This is an optimization exercise on Yosys and OpenROAD, whose aim is small area, a short achievable clock period and few clock cycles, not a production implementation.
In this exercise RTL edits were held to simulation tests only and were not proved equivalent to the original.
Power figures rest on the tool's default switching activity, not on a simulated workload.

Setup of job 9209:
==> flow/design.v <==
module css_t1 (
    input  wire [7:0] a,
    output wire [7:0] t1
);
    wire a01 = a[0] & a[1];
    wire u   = a01 ^ a[3];
    wire v   = (a[4] & a[5]) ^ a[6];
    wire w   = a01 ^ a[2];
    wire z   = (a[4] | a[5]) ^ a[7];
    assign t1[0] = ~u;
    assign t1[1] = ~v;
    assign t1[2] = a[5] ^ (u | v);
    assign t1[3] = a[1] ^ (u | v);
    assign t1[4] = ~w;
    assign t1[5] = ~z;
    assign t1[6] = a[0] ^ (w | z);
    assign t1[7] = a[4] ^ (w & z);
endmodule
module css_descramble (
    input  wire        clk,
    input  wire        rst,          
    input  wire        in_valid,
    output wire        in_ready,
    input  wire [31:0] in_data,
    input  wire [39:0] in_key,       
    input  wire [7:0]  in_cmi,
    output wire        out_valid,
    input  wire        out_ready,
    output wire [31:0] out_data
);
    reg  [31:0] obuf;
    reg         ov;
    reg  [8:0]  wcnt;           
    reg         gate;           
    reg  [31:0] o1w;            
    reg  [39:0] ssum;           
    reg         carry;
    reg  [7:0]  o0c;            
    reg  [2:0]  o0f;            
    function [7:0] rev8(input [7:0] b);
        integer k;
        begin
            for (k = 0; k < 8; k = k + 1) rev8[k] = b[7-k];
        end
    endfunction
    function [7:0] t2(input [7:0] i);
        t2 = i ^ (i >> 3) ^ (i >> 6);
    endfunction
    function [7:0] t3(input [2:0] i);
        t3 = (i[0] ? 8'h24 : 8'h00) ^ (i[1] ? 8'h49 : 8'h00) ^ (i[2] ? 8'h92 : 8'h00);
    endfunction
    function [31:0] lfsr1_word(input [31:0] w);
        reg [8:0] lo;
        reg [7:0] hi, o;
        integer k;
        begin
            hi = {w[8], w[23:17]};
            lo = {w[16], w[31:24]};
            for (k = 0; k < 4; k = k + 1) begin
                o  = t2(hi) ^ t3(lo[2:0]);
                hi = lo[8:1];
                lo = {lo[0], o};
                lfsr1_word[8*k +: 8] = o;
            end
        end
    endfunction
    function [10:0] o0_of(input [23:0] x);
        reg [24:0] l;
        reg [7:0]  k;
        begin
            l = {x[23:3], 1'b1, x[2:0]};
            k = l[24:17] ^ l[21:14] ^ l[20:13] ^ {l[12:8], 3'd0};
            o0_of = {k ^ {5'd0, k[7:5]}, k[2:0] ^ l[7:5]};
        end
    endfunction
    wire take = in_valid && in_ready;
    wire [7:0] b0 = in_data[7:0], b1 = in_data[15:8];
    wire [31:0] o1n = o1w;
    wire [7:0]  a0  = rev8({o0c[7:3], o0f});
    wire [7:0]  a1  = rev8(o0c);
    wire [8:0]  sn0 = {1'b0, a0} + {1'b0, ~rev8(o1n[7:0])};
    wire [8:0]  sn1 = {1'b0, a1} + {1'b0, ~rev8(o1n[15:8])};
    wire [8:0]  sn2 = {1'b0, a1} + {1'b0, ~rev8(o1n[23:16])};
    wire [8:0]  sn3 = {1'b0, a1} + {1'b0, ~rev8(o1n[31:24])};
    wire        pn0 = &sn0[7:0];
    wire        pn1 = &sn1[7:0];
    wire        pn2 = &sn2[7:0];
    wire        pn3 = &sn3[7:0];
    wire [3:0] bc;              
    wire [31:0] ks;
    assign bc[0] = carry;
    genvar j;
    generate
        for (j = 0; j < 4; j = j + 1) begin : g_ks
            wire [9:0] sj = ssum[10*j +: 10];
            if (j < 3)
                assign bc[j+1] = sj[8] | (sj[9] & bc[j]);
            assign ks[8*j +: 8] = sj[7:0] + {7'd0, bc[j]};
        end
    endgenerate
    wire carry_next = ssum[38] | (ssum[39] & bc[3]);
    wire [31:0] t1w;
    css_t1 u_t10 (.a(in_data[7:0]),   .t1(t1w[7:0]));
    css_t1 u_t11 (.a(in_data[15:8]),  .t1(t1w[15:8]));
    css_t1 u_t12 (.a(in_data[23:16]), .t1(t1w[23:16]));
    css_t1 u_t13 (.a(in_data[31:24]), .t1(t1w[31:24]));
    wire scr = gate && wcnt[8:5] != 4'd0;      
    always @(posedge clk) begin
        if (rst) begin
            ov   <= 1'b0;
            wcnt <= 9'd0;
        end else begin
            if (take) begin
                ov   <= 1'b1;
                wcnt <= wcnt + 9'd1;
            end else if (out_ready) begin
                ov   <= 1'b0;
            end
        end
        if (take) begin
            obuf <= scr ? (t1w ^ ks) : in_data;
            if (wcnt == 9'd5)
                gate <= b0[5:4] != 2'b00;
            if (wcnt == 9'd21) begin
                gate  <= gate && in_cmi[7] && in_key != 40'd0;
                o1w   <= {in_key[7:0] ^ b0, in_key[14:8] ^ b1[6:0], 1'b1, 7'd0, in_key[15] ^ b1[7], 8'd0};
                {o0c, o0f} <= o0_of({8'd0, in_key[31:16] ^ in_data[31:16]});
                carry <= 1'b0;
            end
            if (wcnt == 9'd22)
                {o0c, o0f} <= {o0c, o0f} ^ o0_of({in_key[39:32] ^ b0, 16'd0});
            if (wcnt >= 9'd30)
                o1w  <= lfsr1_word(o1w);
            if (wcnt >= 9'd31)
                ssum <= {pn3, sn3, pn2, sn2, pn1, sn1, pn0, sn0};
            if (wcnt == 9'd31)
                o0f <= o0c[2:0];
            if (wcnt[8:5] != 4'd0)
                carry <= carry_next;
        end
    end
    assign in_ready  = out_ready;
    assign out_valid = ov;
    assign out_data  = obuf;
endmodule
export LEC_CHECK = 0
export ABC_CLOCK_PERIOD_IN_PS = 2600
export CAP_MARGIN = 20
export CORE_MARGIN = 2
export CORE_UTILIZATION = 60
export CTS_BUF_LIST = sky130_fd_sc_hd__clkbuf_8
export PLACE_DENSITY = 0.75
export SETUP_SLACK_MARGIN = 3.4
export SLEW_MARGIN = 20
create_clock -name core_clock -period 6.0 [get_ports {clk}]
standard.sh (not shown) runs the stock make flow with config.mk's settings and CLKGATE_MAP_FILE= SYNTH_SCRIPT=/design/flow/synth_recipe.tcl, a recipe that flattens the netlist after the stock synthesis.
==> flow/flow/run.sh <==
#!/bin/bash
# Layout flow: the standard ORFS flow (standard.sh, unchanged synthesis), with two
# extra ORFS settings passed to make:
#  - the port buffers that buffer_ports inserts on every input and output are
#    sky130_fd_sc_hd__buf_1 instead of the cell it picks by default (clkdlybuf4s50_1);
#  - RECOVER_POWER: after global-route timing repair, cells on paths with slack to spare
#    are downsized.
# make's full output goes to flow_make.log here; each ORFS step keeps its own log under
# orfs/logs/.
set -euo pipefail
EXTRA=(
  "BUFFER_PORTS_ARGS=-buffer_cell sky130_fd_sc_hd__buf_1"
)
if [[ -f flow/extra.txt ]]; then
  while IFS= read -r line; do
    [[ -n "$line" ]] && EXTRA+=("$line")
  done < flow/extra.txt
fi
bash standard.sh "${EXTRA[@]}" finish > flow_make.log 2>&1
Job 9209: all stages complete, timing, DRC and antenna checks passed
Testbench counts of job 9209, summed over its fixed seeds: cycles 32,776.
### job 9209 -> job 3539
==> flow/flow/extra.txt (new file) <==
RECOVER_POWER=100
-- flow/config.mk --
<<< job 9209, line 10
export CORE_MARGIN = 2
export CORE_UTILIZATION = 60
export CTS_BUF_LIST = sky130_fd_sc_hd__clkbuf_8
export PLACE_DENSITY = 0.75
export SETUP_SLACK_MARGIN = 3.4
>>> job 3539, line 10
export CORE_MARGIN = 2
export CORE_UTILIZATION = 40
export PLACE_DENSITY = 0.6
export SETUP_SLACK_MARGIN = 3.4
Findings:
- registers as the biggest power consumer among the groups was reported by job 9209, and the clock network by job 3539.
- Compared with job 9209, job 3539 shows a post-CTS setup buffer count that is 3 higher.
- Between job 3539 and job 9209, it is job 3539 whose total routing resource utilization after global routing is lower, by 8.3 points.
- | job 3539 | all stages done | FAIL | max-capacitance violations, max-slew violations |
- Changes observed in job 3539 relative to job 9209: final area shows an increase of 2.0%; count of standard-cell rows climbed 10; area of the die has increased.
- Job 3539 ended up with a higher power than job 9209 did.
- Re final non-filler cell total: job 3539 is 8.0% up on job 9209.
- Against job 9209, job 3539 comes in 3.9% higher on global-route wire length before repair.
Modified inputs, job 5626 compared to job 3539
==> flow/run.sh (new file) <==
#!/bin/bash
# synth_recipe.tcl (not shown) runs the flow's synth.tcl, then flattens the netlist and writes it again
# the make line also repeats each setting of config.mk as NAME=value (left out here)
make -C /OpenROAD-flow-scripts/flow DESIGN_CONFIG=/design/flow/config.mk WORK_HOME=/design/flow/orfs CLKGATE_MAP_FILE= SYNTH_SCRIPT=/design/flow/synth_recipe.tcl finish
removed: flow/flow/run.sh
removed: flow/flow/extra.txt
removed: flow/standard.sh
Notes after the runs:
Every stage of the flow completed for job 5626, and the final layout passed the timing, design-rule and antenna checks.
Diff job 3539 -> job 5626: critical path depth +2; largest net degree at the start of global routing went down.
Looking at total number of vias, job 5626 sits about 0.7% above job 3539.
Of job 3539 and job 5626, the higher path depth of the worst reg2reg path belongs to job 5626.
Comparing job 3539 and job 5626, worst-path maximum fanout is higher on job 3539.
Compared with job 3539, in job 5626 final critical-path share of the clock period dropped 19 points, post-route worst hold slack barely changed.
A critical setup path kind of flop to flop is what job 3539 shows, while input port to flop belongs to job 5626.
Job 5626 vs. job 3539: slack of the critical path up 1.12 ns, clock period minus worst slack down 1.12 ns, combinational cell fraction of total power up 3.7 points.
[inputs] job 2180 vs job 5626
==> flow/flow/run.sh (new file) <==
#!/bin/bash
# Layout flow: the standard ORFS flow (standard.sh, unchanged synthesis), with two
# extra ORFS settings passed to make:
#  - the port buffers that buffer_ports inserts on every input and output are
#    sky130_fd_sc_hd__buf_1 instead of the cell it picks by default (clkdlybuf4s50_1);
#  - RECOVER_POWER: after global-route timing repair, cells on paths with slack to spare
#    are downsized.
# make's full output goes to flow_make.log here; each ORFS step keeps its own log under
# orfs/logs/.
set -euo pipefail
EXTRA=(
  "BUFFER_PORTS_ARGS=-buffer_cell sky130_fd_sc_hd__buf_1"
)
if [[ -f flow/extra.txt ]]; then
  while IFS= read -r line; do
    [[ -n "$line" ]] && EXTRA+=("$line")
  done < flow/extra.txt
fi
bash standard.sh "${EXTRA[@]}" finish > flow_make.log 2>&1
==> flow/standard.sh (new file) <==
#!/bin/bash
# synth_recipe.tcl (not shown) runs the flow's synth.tcl, then flattens the netlist and writes it again
# the make line also repeats each setting of config.mk as NAME=value (left out here)
make -C /OpenROAD-flow-scripts/flow DESIGN_CONFIG=/design/flow/config.mk WORK_HOME=/design/flow/orfs CLKGATE_MAP_FILE= SYNTH_SCRIPT=/design/flow/synth_recipe.tcl "${@:-finish}"
removed: flow/run.sh
Results
Looking at launching instance or port of the critical path, the out_ready result is from job 2180; the in_key[4] one comes from job 5626. Relative to job 5626, the power drawn by the clock network measured on job 2180 has increased by more than 10%. As far as area of the placeable core goes, job 5626 and job 2180 are indistinguishable; the numbers are identical. Changes observed in job 2180 relative to job 5626: maximum fanout along the worst path went up 1; count of inverters other than clock inverters in the layout saw a decrease. Job 2180 — core utilization 4.2 points lower, job 5626 as reference. Final worst slack is higher on job 2180. When the final numbers for job 5626 and job 2180 were put side by side, the synthesis-to-finish area growth turned out to be greater in job 5626. Number of distinct library cells after synthesis came out exactly the same in job 5626 and job 2180. Diff job 5626 and job 2180: worst setup slack before clock tree synthesis lower in job 5626.

## re-timing with driven ports
How much do the figures lean on ideal ports? The routed layouts below were timed once more, with nothing changed but the port constraints. Step 1, drivers: a clkbuf_16 drives clk and a buf_2 each remaining input, both assumed. Step 2, shift: input delay + t, output delay - t, t = (earliest + latest rising clock arrival at the registers) / 2. This alone moves slack from input paths to output paths. a / b / c = no drivers / after step 1 / after step 2; a / b = the first two.
| run | t (ns) | slack for setup (ns) | worst setup path at the end | clock arrival spread, ns | worst slew at a driven data input, ns |
|---|---|---|---|---|---|
| job 9209 | 0.480 | 3.332 / 3.332 / 2.984 | input to register | 0.014 / 0.015 | 0.04 |
| job 3539 | 0.467 | 2.264 / 2.264 / 2.264 | register to register | 0.008 / 0.008 | 0.05 |
| job 5626 | 0.461 | 3.384 / 3.356 / 2.935 | input to register | 0.007 / 0.008 | 0.05 |
| job 2180 | 0.467 | 3.392 / 3.349 / 2.983 | input to register | 0.008 / 0.007 | 0.05 |
The setup slack of job 5626, which loses most, moves by -0.028 ns with the drivers and by -0.449 ns with both steps.
